From an optimization exercise on the open Yosys and OpenROAD flow, aimed at small area; shortcuts taken in it are not production practice.
At most, simulation tests tie the RTL to the original design; equivalence was not proved.
Power and IR drop assume default switching activity.

==> build 48 <==
==> flow/design.v <==
module bqcore_csum (
    input  wire [7:0]  acc,        
    input  wire [31:0] old_word,   
    input  wire [7:0]  old_byte,   
    input  wire [31:0] wdata,
    input  wire        size,       
    output wire [7:0]  acc_next    
);
    wire [7:0] n1 = size ? wdata[15:8]    : 8'd0;
    wire [7:0] n2 = size ? wdata[23:16]   : 8'd0;
    wire [7:0] n3 = size ? wdata[31:24]   : 8'd0;
    wire [7:0] o0 = size ? old_word[7:0]  : old_byte;
    wire [7:0] o1 = size ? old_word[15:8]  : 8'd0;
    wire [7:0] o2 = size ? old_word[23:16] : 8'd0;
    wire [7:0] o3 = size ? old_word[31:24] : 8'd0;
    assign acc_next = acc + wdata[7:0] + n1 + n2 + n3 - o0 - o1 - o2 - o3;
endmodule
module bqcore_xcodec (
    input  wire [63:0] xenc_in,     
    output wire [31:0] xenc_out,    
    output wire        xenc_domain,  
    output wire        xenc_range    
);
    wire        s   = xenc_in[63];
    wire [10:0] E   = xenc_in[62:52];
    wire [51:0] T   = xenc_in[51:0];
    wire        tnz = |T;
    wire        gt1 = E[10] || (E[9:0] == 10'h3FF && tnz);
    assign xenc_domain = (E == 11'd0 && !tnz) || (&E);
    assign xenc_range  = gt1 ? (E > 11'd1149) : (E < 11'd895);
    wire [7:0]  efield = E[7:0] + {7'd0, gt1} + 8'h81;
    assign xenc_out = {efield, s, gt1 ? T[51:29] : T[50:28]};
endmodule
module bqcore (
    input  wire        clk,
    input  wire        rst,           
    input  wire        host_valid,
    input  wire        host_we,
    input  wire        host_size,     
    input  wire [6:0]  host_addr,
    input  wire [31:0] host_wdata,
    output reg         host_ack,
    output reg         host_err,
    output reg  [31:0] host_rdata,
    output wire        treq_valid,
    output reg  [1:0]  treq_kind,     
    output wire [6:0]  treq_dev,
    output reg  [1:0]  treq_len,      
    output wire [23:0] treq_data,     
    output wire [15:0] treq_ms,       
    input  wire        trsp_valid,
    input  wire [1:0]  trsp_kind,     
    input  wire [15:0] trsp_data,     
    output wire        irq
);
    localparam [31:0] P_KEYS_RESET = 32'h36720414;
    localparam [6:0]  P_DEV_ADDR   = 7'h55;
    localparam [2:0] E_ILLEGAL = 3'd1, E_DOMAIN = 3'd2, E_RANGE = 3'd3,
                     E_BUS = 3'd4, E_TIMEOUT = 3'd5, E_ABORTED = 3'd6;
    reg        st_busy, st_done, st_ovr;
    reg [2:0]  st_errcode;
    reg [1:0]  ph_hi;           
    reg [2:0]  ph_lo;           
    reg [1:0]  st_sub;
    reg [3:0]  st_op;
    reg        abort_pending, req_out;
    reg [31:0] opa_lo, opa_hi;
    reg [31:0] res_p;
    reg        res_x;
    reg [15:0] ctrl_maxpoll;
    reg        ctrl_ie;
    reg [15:0] csw;
    reg [31:0] keys;
    reg [15:0] loopcnt;
    reg [15:0] lat_maxpoll;
    reg [31:0] lat_keys;
    reg [255:0] blk;
    reg [7:0]  bsum;
    wire [7:0]  csum = ~bsum;
    wire [31:0] xenc_res;
    wire        xenc_domain, xenc_range;
    bqcore_xcodec u_xcodec (
        .xenc_in({opa_hi, opa_lo}), .xenc_out(xenc_res),
        .xenc_domain(xenc_domain), .xenc_range(xenc_range));
    reg  [31:0] blk_word;
    reg  [7:0]  blk_byte;
    integer k;
    always @* begin
        blk_word = 32'd0;
        for (k = 0; k < 8; k = k + 1)
            blk_word = blk_word | (blk[32*k +: 32] & {32{host_addr[4:2] == k[2:0]}});
        blk_byte = 8'd0;
        for (k = 0; k < 4; k = k + 1)
            blk_byte = blk_byte | (blk_word[8*k +: 8] & {8{host_addr[1:0] == k[1:0]}});
    end
    wire [7:0] bsum_next;
    bqcore_csum u_csum (
        .acc(bsum), .old_word(blk_word), .old_byte(blk_byte),
        .wdata(host_wdata), .size(host_size), .acc_next(bsum_next));
    wire [10:0] rx_exp = {3'b000, res_p[31:24]} + 11'd894;
    wire [5:0] ph = {ph_hi, 1'b0, ph_lo};    
    reg        ph_subcmd;      
    reg        ph_poll;        
    reg        ph_sleep;
    reg [15:0] ph_code;        
    always @* begin
        ph_subcmd = 1'b0;
        ph_poll   = 1'b0;
        ph_sleep  = 1'b0;
        ph_code   = 16'h0000;
        case (ph)
            6'h01: ph_code = lat_keys[15:0];
            6'h02: ph_code = lat_keys[31:16];
            6'h10: begin ph_subcmd = 1'b1; ph_code = 16'h002D; end
            6'h11: begin ph_subcmd = 1'b1; ph_code = 16'h0081; end
            6'h12: ph_sleep = 1'b1;
            6'h13: begin ph_subcmd = 1'b1; ph_poll = 1'b1; end
            6'h20: begin ph_subcmd = 1'b1; ph_code = 16'h0080; end
            6'h21: ph_sleep = 1'b1;
            6'h22: begin ph_subcmd = 1'b1; ph_poll = 1'b1; end
            6'h23: ph_sleep = 1'b1;
            6'h24: begin ph_subcmd = 1'b1; ph_code = 16'h0041; end
            6'h25: ph_sleep = 1'b1;
            6'h30: begin ph_subcmd = 1'b1; ph_code = (st_op == 4'hB) ? 16'h0009 : 16'h000A; end
            6'h31: ph_sleep = 1'b1;
            6'h32: begin ph_subcmd = 1'b1; ph_poll = 1'b1; end
            6'h33: ph_sleep = 1'b1;
            6'h34: begin ph_subcmd = 1'b1; ph_poll = 1'b1; end
            6'h35: begin ph_subcmd = 1'b1; ph_code = 16'h000B; end
            default: ;
        endcase
    end
    wire sub1 = ph_subcmd && st_sub == 2'd1;
    wire sub2 = ph_subcmd && st_sub == 2'd2;
    assign treq_valid = req_out;
    assign treq_dev   = P_DEV_ADDR;
    assign treq_data  = {ph_code, 8'h00};
    assign treq_ms    = (ph_hi == 2'd2 && ph_lo[2:1] != 2'b00) ? 16'd150 : 16'd1000;
    always @* begin
        if (ph_sleep)  begin treq_kind = 2'd2; treq_len = 2'd0; end
        else if (sub1) begin treq_kind = 2'd0; treq_len = 2'd1; end
        else if (sub2) begin treq_kind = 2'd1; treq_len = 2'd2; end
        else           begin treq_kind = 2'd0; treq_len = 2'd3; end
    end
    assign irq = st_done & ctrl_ie;
    wire step_abort = st_busy && !req_out && abort_pending;
    wire step_issue = st_busy && !req_out && !abort_pending;
    wire step_rsp   = st_busy && req_out && trsp_valid;
    wire rsp_ok     = sub2 ? (trsp_kind == 2'd1) : (trsp_kind == 2'd0);
    wire bus_err    = step_rsp && !rsp_ok;
    wire adv_sub    = step_rsp && rsp_ok && ph_subcmd && st_sub != 2'd2;
    wire last       = step_rsp && rsp_ok && !(ph_subcmd && st_sub != 2'd2);
    wire poll_done  = last && ph_poll;         
    wire active = (st_op == 4'hB) ? (trsp_data[11:10] != 2'b00) : trsp_data[11];
    reg  cond;
    always @* begin
        case (ph_hi)
            2'd1:    cond = trsp_data[12];
            2'd2:    cond = !trsp_data[12];
            default: cond = ph_lo[2] ? !active : active;
        endcase
    end
    wire pass = poll_done && cond;
    wire fail = poll_done && !cond;
    wire [15:0] cnt_inc = (loopcnt == 16'hFFFF) ? 16'hFFFF : loopcnt + 16'd1;
    wire timeout  = fail && cnt_inc == lat_maxpoll;
    wire complete = (pass && ph == 6'h13 && st_op == 4'h8) || (last && !ph_poll && ph == 6'h25);
    wire lc_clear = (pass && ph == 6'h13 && st_op != 4'h8) || (pass && ph == 6'h32)
                 || (last && !ph_poll && ph == 6'h35);
    wire seq_end  = step_abort || bus_err || timeout || complete;
    reg [1:0] nx_hi;
    reg [2:0] nx_lo;
    always @* begin
        nx_hi = ph_hi;
        nx_lo = ph_lo + 3'd1;
        if (ph_poll) begin
            if (cond) begin
                case (ph_hi)
                    2'd1:    begin nx_hi = 2'd3; nx_lo = 3'd0; end    
                    2'd2:    nx_lo = 3'd3;                            
                    default: nx_lo = ph_lo[2] ? 3'd5 : 3'd3;          
                endcase
            end else begin
                nx_lo = (ph == 6'h34) ? 3'd3 : 3'd0;
            end
        end else begin
            case (ph)
                6'h02: begin nx_hi = 2'd1; nx_lo = 3'd0; end
                6'h35: begin nx_hi = 2'd2; nx_lo = 3'd0; end
                default: ;
            endcase
        end
        if (complete) begin nx_hi = 2'd0; nx_lo = 3'd0; end
    end
    wire        s_busy    = st_busy && !seq_end;
    wire        s_done    = st_done || seq_end;
    wire        s_abrtp   = abort_pending && !seq_end;
    wire        s_req     = step_issue || (req_out && !step_rsp);
    wire [2:0]  s_errcode = step_abort ? E_ABORTED : bus_err ? E_BUS
                          : timeout ? E_TIMEOUT : st_errcode;
    wire        s_move    = last && !timeout;
    wire [1:0]  s_sub     = adv_sub ? st_sub + 2'd1 : s_move ? 2'd0 : st_sub;
    wire [1:0]  s_ph_hi   = s_move ? nx_hi : ph_hi;
    wire [2:0]  s_ph_lo   = s_move ? nx_lo : ph_lo;
    wire [15:0] s_csw     = poll_done ? trsp_data : csw;
    wire [15:0] s_loopcnt = lc_clear ? 16'd0 : fail ? cnt_inc : loopcnt;
    wire        s_res_x   = complete ? 1'b0 : res_x;
    wire [31:0] s_res_p   = complete ? {16'd0, s_csw} : res_p;
    wire legal  = host_size ? (host_addr[1:0] == 2'b00) : (host_addr[6:5] == 2'b10);
    wire wr     = host_valid && host_we && legal;
    wire wr_w   = wr && host_size;
    wire [4:0] wa = host_addr[6:2];
    wire blk_wr = wr && host_addr[6:5] == 2'b10;
    wire [3:0] cop    = host_wdata[3:0];
    wire cmd_wr       = wr_w && wa == 5'h00;
    wire cmd_f        = host_wdata == 32'h0000000F;
    wire accept       = cmd_wr && !s_busy && !cmd_f;
    wire op_ok        = (cop[3:2] == 2'b10) || (cop != 4'h0 && cop <= 4'h4);    
    wire ill          = accept && (host_wdata[31:4] != 28'd0 || !op_ok);
    wire acc_ok       = accept && !ill;
    wire cal_acc      = acc_ok && cop[3:2] == 2'b10;
    wire xe           = cop[2];                  
    wire xe_dom       = acc_ok && xe && xenc_domain;
    wire xe_rng       = acc_ok && xe && !xenc_domain && xenc_range;
    wire cmd_res_we   = acc_ok && cop[3] == 1'b0 && !xe_dom && !xe_rng;
    wire st_w1c       = wr_w && wa == 5'h01;
    reg [31:0] cmd_res;
    always @* begin
        case (cop[1:0])
            2'd1:    cmd_res = {24'd0, csum};
            2'd2:    cmd_res = {16'd0, csum, 7'd0, (csum == opa_lo[7:0])};
            2'd3:    cmd_res = opa_lo;
            default: cmd_res = xenc_res;
        endcase
    end
    wire res_we = cmd_res_we || (complete && !ill);
    wire lc_we  = cal_acc || lc_clear || (fail && !ill);
    wire rd_w   = !host_we && host_size && host_addr[1:0] == 2'b00;
    wire rd_blk = !host_we && host_addr[6:5] == 2'b10;
    wire [15:0] sel;
    genvar g;
    generate for (g = 0; g < 16; g = g + 1) begin : g_sel
        assign sel[g] = rd_w && wa == g;
    end endgenerate
    wire [31:0] st_word = {4'd0, st_op, 4'd0, s_req, s_abrtp, s_sub,
                           2'b00, s_ph_hi, 1'b0, s_ph_lo, 1'b0, s_errcode, st_ovr,
                           (s_errcode != 3'd0), s_done, s_busy};
    wire [31:0] rd_word =
          (st_word                              & {32{sel[1]}})
        | (opa_lo                               & {32{sel[2]}})
        | (opa_hi                               & {32{sel[3]}})
        | (s_res_p                              & {32{sel[4] && !s_res_x}})
        | ({s_res_p[2:0], 29'd0}                & {32{sel[4] && s_res_x}})
        | ({s_res_p[23], rx_exp, s_res_p[22:3]} & {32{sel[5] && s_res_x}})
        | ({15'd0, ctrl_ie, ctrl_maxpoll}       & {32{sel[6]}})
        | ({16'd0, s_csw}                       & {32{sel[7]}})
        | (keys                                 & {32{sel[8]}})
        | ({16'd0, s_loopcnt}                   & {32{sel[9]}})
        | (blk_word & {32{rd_blk && rd_w}})
        | ({24'd0, blk_byte} & {32{rd_blk && !host_size}});
    wire [31:0] wd0   = rst ? 32'd0 : host_wdata;
    wire [31:0] wdk   = rst ? P_KEYS_RESET : host_wdata;
    wire [31:0] wdblk = rst ? 32'd0 : (host_size ? host_wdata : {4{host_wdata[7:0]}});
    integer i;
    always @(posedge clk) begin
        host_err   <= !legal;
        host_rdata <= rd_word;
        if (cal_acc) begin
            lat_maxpoll <= ctrl_maxpoll;
            lat_keys    <= keys;
        end
        if (rst || (wr_w && wa == 5'h02)) opa_lo <= wd0;
        if (rst || (wr_w && wa == 5'h03)) opa_hi <= wd0;
        if (rst || (wr_w && wa == 5'h06)) begin
            ctrl_maxpoll <= wd0[15:0];
            ctrl_ie <= wd0[16];
        end
        if (rst || (wr_w && wa == 5'h08)) keys <= wdk;
        for (i = 0; i < 32; i = i + 1)
            if (rst || (blk_wr && (host_size ? (host_addr[4:2] == i[4:2])
                                             : (host_addr[4:0] == i[4:0]))))
                blk[8*i +: 8] <= wdblk[8*i[1:0] +: 8];
        if (rst || blk_wr) bsum <= rst ? 8'd0 : bsum_next;
        if (rst || poll_done) csw <= rst ? 16'd0 : trsp_data;
        if (rst || res_we) begin
            res_p <= rst ? 32'd0 : cmd_res_we ? cmd_res : {16'd0, s_csw};
            res_x <= !rst && cmd_res_we && cop[1:0] == 2'd3;
        end
        if (rst || lc_we) loopcnt <= (rst || cal_acc || lc_clear) ? 16'd0 : cnt_inc;
        if (rst) begin
            st_busy <= 1'b0; st_done <= 1'b0; st_ovr <= 1'b0;
            st_errcode <= 3'd0; ph_hi <= 2'd0; ph_lo <= 3'd0; st_sub <= 2'd0; st_op <= 4'd0;
            abort_pending <= 1'b0; req_out <= 1'b0;
            host_ack <= 1'b0;
        end else begin
            host_ack <= host_valid;
            st_busy <= s_busy || cal_acc;
            st_done <= accept ? !cal_acc : (st_w1c && host_wdata[1]) ? 1'b0 : s_done;
            st_ovr  <= (cmd_wr && s_busy && !cmd_f) ? 1'b1
                     : (st_w1c && host_wdata[3]) ? 1'b0 : st_ovr;
            st_errcode <= !accept ? s_errcode : ill ? E_ILLEGAL
                        : xe_dom ? E_DOMAIN : xe_rng ? E_RANGE : 3'd0;
            if (accept) st_op <= cop;
            abort_pending <= s_abrtp || (cmd_wr && s_busy && cmd_f);
            req_out <= s_req;
            if (cal_acc) begin
                ph_hi  <= (cop[1:0] == 2'b01) ? 2'd2 : 2'd0;    
                ph_lo  <= (cop[1:0] == 2'b01) ? 3'd0 : 3'd1;    
                st_sub <= 2'd0;
            end else if (!ill) begin
                ph_hi  <= s_ph_hi;
                ph_lo  <= s_ph_lo;
                st_sub <= s_sub;
            end
        end
    end
endmodule
==> flow/run.sh <==
#!/bin/bash
# synth_recipe.tcl (not shown) runs the flow's synth.tcl, then flattens the netlist and writes it again
# the make line also repeats each setting of config.mk as NAME=value (left out here)
make -C /OpenROAD-flow-scripts/flow DESIGN_CONFIG=/design/flow/config.mk WORK_HOME=/design/flow/orfs CLKGATE_MAP_FILE= SYNTH_SCRIPT=/design/flow/synth_recipe.tcl finish
==> flow/config.mk <==
export PLATFORM = sky130hd
export DESIGN_NAME = bqcore
export DESIGN_NICKNAME = bqcore
export VERILOG_FILES = /design/flow/design.v
export SDC_FILE = /design/flow/constraint.sdc
export NUM_CORES = 4
export LEC_CHECK = 0
export CAP_MARGIN = 20
export CORE_MARGIN = 2
export CORE_UTILIZATION = 60
export CTS_BUF_LIST = sky130_fd_sc_hd__clkbuf_4 sky130_fd_sc_hd__clkbuf_8
export PLACE_DENSITY = 0.75
export SLEW_MARGIN = 20
==> flow/constraint.sdc <==
create_clock -name core_clock -period 10.0 [get_ports {clk}]
set_input_delay 2.0000 -clock core_clock [delete_from_list [all_inputs] [get_ports {clk}]]
set_output_delay 2.0000 -clock core_clock [all_outputs]
set_load 0.01 [all_outputs]
==> inputs of trial 47, as changes to build 48 <==
--- a/flow/design.v
+++ b/flow/design.v
@@ -42,5 +42,5 @@
     output reg         host_ack,
     output reg         host_err,
-    output reg  [31:0] host_rdata,
+    output wire [31:0] host_rdata,
     output wire        treq_valid,
     output reg  [1:0]  treq_kind,     
@@ -77,5 +77,12 @@
     reg [255:0] blk;
     reg [7:0]  bsum;
-    wire [7:0]  csum = ~bsum;
+    reg [6:0]  a_q;
+    reg        sz_q;
+    reg        rdw_q;           
+    reg        rdb_q;           
+    reg        pw_q;            
+    reg [31:0] wd_q;
+    wire [7:0]  bsum_next;
+    wire [7:0]  csum = ~(pw_q ? bsum_next : bsum);
     wire [31:0] xenc_res;
     wire        xenc_domain, xenc_range;
@@ -89,13 +96,12 @@
         blk_word = 32'd0;
         for (k = 0; k < 8; k = k + 1)
-            blk_word = blk_word | (blk[32*k +: 32] & {32{host_addr[4:2] == k[2:0]}});
+            blk_word = blk_word | (blk[32*k +: 32] & {32{a_q[4:2] == k[2:0]}});
         blk_byte = 8'd0;
         for (k = 0; k < 4; k = k + 1)
-            blk_byte = blk_byte | (blk_word[8*k +: 8] & {8{host_addr[1:0] == k[1:0]}});
+            blk_byte = blk_byte | (blk_word[8*k +: 8] & {8{a_q[1:0] == k[1:0]}});
     end
-    wire [7:0] bsum_next;
     bqcore_csum u_csum (
         .acc(bsum), .old_word(blk_word), .old_byte(blk_byte),
-        .wdata(host_wdata), .size(host_size), .acc_next(bsum_next));
+        .wdata(wd_q), .size(sz_q), .acc_next(bsum_next));
     wire [10:0] rx_exp = {3'b000, res_p[31:24]} + 11'd894;
     wire [5:0] ph = {ph_hi, 1'b0, ph_lo};    
@@ -122,5 +128,5 @@
             6'h24: begin ph_subcmd = 1'b1; ph_code = 16'h0041; end
             6'h25: ph_sleep = 1'b1;
-            6'h30: begin ph_subcmd = 1'b1; ph_code = (st_op == 4'hB) ? 16'h0009 : 16'h000A; end
+            6'h30: begin ph_subcmd = 1'b1; ph_code = st_op[0] ? 16'h0009 : 16'h000A; end
             6'h31: ph_sleep = 1'b1;
             6'h32: begin ph_subcmd = 1'b1; ph_poll = 1'b1; end
@@ -152,5 +158,5 @@
     wire last       = step_rsp && rsp_ok && !(ph_subcmd && st_sub != 2'd2);
     wire poll_done  = last && ph_poll;         
-    wire active = (st_op == 4'hB) ? (trsp_data[11:10] != 2'b00) : trsp_data[11];
+    wire active = st_op[0] ? (trsp_data[11:10] != 2'b00) : trsp_data[11];
     reg  cond;
     always @* begin
@@ -163,8 +169,8 @@
     wire pass = poll_done && cond;
     wire fail = poll_done && !cond;
-    wire [15:0] cnt_inc = (loopcnt == 16'hFFFF) ? 16'hFFFF : loopcnt + 16'd1;
+    wire [15:0] cnt_inc = loopcnt + {15'd0, ~&loopcnt};    
     wire timeout  = fail && cnt_inc == lat_maxpoll;
-    wire complete = (pass && ph == 6'h13 && st_op == 4'h8) || (last && !ph_poll && ph == 6'h25);
-    wire lc_clear = (pass && ph == 6'h13 && st_op != 4'h8) || (pass && ph == 6'h32)
+    wire complete = (pass && ph == 6'h13 && !st_op[1]) || (last && !ph_poll && ph == 6'h25);
+    wire lc_clear = (pass && ph == 6'h13 && st_op[1]) || (pass && ph == 6'h32)
                  || (last && !ph_poll && ph == 6'h35);
     wire seq_end  = step_abort || bus_err || timeout || complete;
@@ -204,7 +210,4 @@
     wire [2:0]  s_ph_lo   = s_move ? nx_lo : ph_lo;
     wire [15:0] s_csw     = poll_done ? trsp_data : csw;
-    wire [15:0] s_loopcnt = lc_clear ? 16'd0 : fail ? cnt_inc : loopcnt;
-    wire        s_res_x   = complete ? 1'b0 : res_x;
-    wire [31:0] s_res_p   = complete ? {16'd0, s_csw} : res_p;
     wire legal  = host_size ? (host_addr[1:0] == 2'b00) : (host_addr[6:5] == 2'b10);
     wire wr     = host_valid && host_we && legal;
@@ -236,34 +239,37 @@
     wire res_we = cmd_res_we || (complete && !ill);
     wire lc_we  = cal_acc || lc_clear || (fail && !ill);
-    wire rd_w   = !host_we && host_size && host_addr[1:0] == 2'b00;
-    wire rd_blk = !host_we && host_addr[6:5] == 2'b10;
     wire [15:0] sel;
     genvar g;
     generate for (g = 0; g < 16; g = g + 1) begin : g_sel
-        assign sel[g] = rd_w && wa == g;
+        assign sel[g] = rdw_q && a_q[6:2] == g;
     end endgenerate
-    wire [31:0] st_word = {4'd0, st_op, 4'd0, s_req, s_abrtp, s_sub,
-                           2'b00, s_ph_hi, 1'b0, s_ph_lo, 1'b0, s_errcode, st_ovr,
-                           (s_errcode != 3'd0), s_done, s_busy};
-    wire [31:0] rd_word =
-          (st_word                              & {32{sel[1]}})
-        | (opa_lo                               & {32{sel[2]}})
-        | (opa_hi                               & {32{sel[3]}})
-        | (s_res_p                              & {32{sel[4] && !s_res_x}})
-        | ({s_res_p[2:0], 29'd0}                & {32{sel[4] && s_res_x}})
-        | ({s_res_p[23], rx_exp, s_res_p[22:3]} & {32{sel[5] && s_res_x}})
-        | ({15'd0, ctrl_ie, ctrl_maxpoll}       & {32{sel[6]}})
-        | ({16'd0, s_csw}                       & {32{sel[7]}})
-        | (keys                                 & {32{sel[8]}})
-        | ({16'd0, s_loopcnt}                   & {32{sel[9]}})
-        | (blk_word & {32{rd_blk && rd_w}})
-        | ({24'd0, blk_byte} & {32{rd_blk && !host_size}});
+    wire [31:0] st_word = {4'd0, st_op, 4'd0, req_out, abort_pending, st_sub,
+                           2'b00, ph_hi, 1'b0, ph_lo, 1'b0, st_errcode, st_ovr,
+                           (st_errcode != 3'd0), st_done, st_busy};
+    assign host_rdata =
+          (st_word                          & {32{sel[1]}})
+        | (opa_lo                           & {32{sel[2]}})
+        | (opa_hi                           & {32{sel[3]}})
+        | (res_p                            & {32{sel[4] && !res_x}})
+        | ({res_p[2:0], 29'd0}              & {32{sel[4] && res_x}})
+        | ({res_p[23], rx_exp, res_p[22:3]} & {32{sel[5] && res_x}})
+        | ({15'd0, ctrl_ie, ctrl_maxpoll}   & {32{sel[6]}})
+        | ({16'd0, csw}                     & {32{sel[7]}})
+        | (keys                             & {32{sel[8]}})
+        | ({16'd0, loopcnt}                 & {32{sel[9]}})
+        | (blk_word & {32{rdw_q && a_q[6:5] == 2'b10}})
+        | ({24'd0, blk_byte} & {32{rdb_q}});
     wire [31:0] wd0   = rst ? 32'd0 : host_wdata;
     wire [31:0] wdk   = rst ? P_KEYS_RESET : host_wdata;
-    wire [31:0] wdblk = rst ? 32'd0 : (host_size ? host_wdata : {4{host_wdata[7:0]}});
+    wire [31:0] wdblk = rst ? 32'd0 : (sz_q ? wd_q : {4{wd_q[7:0]}});
     integer i;
     always @(posedge clk) begin
         host_err   <= !legal;
-        host_rdata <= rd_word;
+        a_q   <= host_addr;
+        sz_q  <= host_size;
+        wd_q  <= host_wdata;
+        rdw_q <= !host_we && host_size && host_addr[1:0] == 2'b00;
+        rdb_q <= !host_we && !host_size && host_addr[6:5] == 2'b10;
+        pw_q  <= !rst && blk_wr;
         if (cal_acc) begin
             lat_maxpoll <= ctrl_maxpoll;
@@ -278,8 +284,7 @@
         if (rst || (wr_w && wa == 5'h08)) keys <= wdk;
         for (i = 0; i < 32; i = i + 1)
-            if (rst || (blk_wr && (host_size ? (host_addr[4:2] == i[4:2])
-                                             : (host_addr[4:0] == i[4:0]))))
+            if (rst || (pw_q && (sz_q ? (a_q[4:2] == i[4:2]) : (a_q[4:0] == i[4:0]))))
                 blk[8*i +: 8] <= wdblk[8*i[1:0] +: 8];
-        if (rst || blk_wr) bsum <= rst ? 8'd0 : bsum_next;
+        if (rst || pw_q) bsum <= rst ? 8'd0 : bsum_next;
         if (rst || poll_done) csw <= rst ? 16'd0 : trsp_data;
         if (rst || res_we) begin
==> flow/flow/run.sh (new file) <==
#!/bin/bash
# Layout flow: the standard flow (standard.sh, unchanged synthesis) with
# three layout settings changed:
#  - ports are buffered with the smallest buffer (buf_1) instead of the
#    default clkdlybuf4s50_1; repair_design still resizes them where needed;
#  - clock tree synthesis inserts no dummy loads and uses larger sink
#    clusters, so fewer clock buffers are needed.
# Each tool's full output goes to the ORFS logs under orfs/logs/, and make's
# own output to standard.log in this folder.
set -euo pipefail
export BUFFER_PORTS_ARGS="-buffer_cell sky130_fd_sc_hd__buf_1"
export CTS_ARGS="-sink_clustering_enable -repair_clock_nets -dont_use_dummy_load -buf_list sky130_fd_sc_hd__clkbuf_8 -sink_clustering_size 18 -sink_clustering_max_diameter 45"
bash standard.sh > standard.log 2>&1
==> flow/standard.sh (new file) <==
#!/bin/bash
# synth_recipe.tcl (not shown) runs the flow's synth.tcl, then flattens the netlist and writes it again
# the make line also repeats each setting of config.mk as NAME=value (left out here)
make -C /OpenROAD-flow-scripts/flow DESIGN_CONFIG=/design/flow/config.mk WORK_HOME=/design/flow/orfs CLKGATE_MAP_FILE= SYNTH_SCRIPT=/design/flow/synth_recipe.tcl "${@:-finish}"
CORE_UTILIZATION = 40   (was 60)
CTS_BUF_LIST = not set   (was sky130_fd_sc_hd__clkbuf_4 sky130_fd_sc_hd__clkbuf_8)
PLACE_DENSITY = 0.6   (was 0.75)
removed: flow/run.sh
==> results.txt <==
- Multi-input gates: 1,371
- LEAKAGE: just over 10 nW
- Run status: complete, no violations
- Final min period: 8.008 ns
- Cells after Synth: about 2,200
- Critical Path Source: a_q[4]
- Critical Path Max Stage Delay: 0.98 ns
- Largest net degree at the start of global routing: 65
Source of the figures above: trial 47

==> results.txt <==
- Sequential cell area share: 51.73%
- Final min period: 8.142 ns
- LEAKAGE: 10.67 nW
- Cells after Synth: between 2,000 and 2,500
- Run status: complete, no violations
- Internal: 4.373 mW
- Critical Path Max Stage Delay: 1.01 ns
- Critical Path Source: host_addr[2]
- Largest net degree at the start of global routing: between 70 and 80
- Area of the multi-input gates: 0.01031 mm2
Source of the figures above: build 48

For trial 47, only the layout was checked, not whether the RTL still works.

-- port drivers added, routing unchanged --
The results above use ideal ports. As a check the final layouts listed here were re-extracted and re-timed, cells and wires unchanged. Step 1 (the two cells are an assumption about what drives the block):
set clk [get_ports {clk}]
set_driving_cell -lib_cell sky130_fd_sc_hd__clkbuf_16 $clk
set_driving_cell -lib_cell sky130_fd_sc_hd__buf_2 [delete_from_list [all_inputs] $clk]
Step 2 moves the port delays by t, midway between the first and last clock arrival at a register: inputs arrive t later, outputs are due t later. That takes back most of the time a late clock gives input paths. a / b / c = ideal / step 1 / step 2; a / b = the first two.
run | t, ns | slack for setup (ns) | worst setup path at the end | latest minus earliest clock arrival (ns) | slew at the worst register clock pin (ns)
build 48 | 0.770 | 1.858 / 1.860 / 1.090 | input to register | 0.049 / 0.049 | 0.07 / 0.07
trial 47 | 0.719 | 1.992 / 1.992 / 1.992 | register to register | 0.070 / 0.071 | 0.10 / 0.10
After both steps setup and hold are still met in every run listed. For build 48, which loses most, drivers alone change the setup slack by +0.002 ns; drivers and shift together by -0.768 ns.
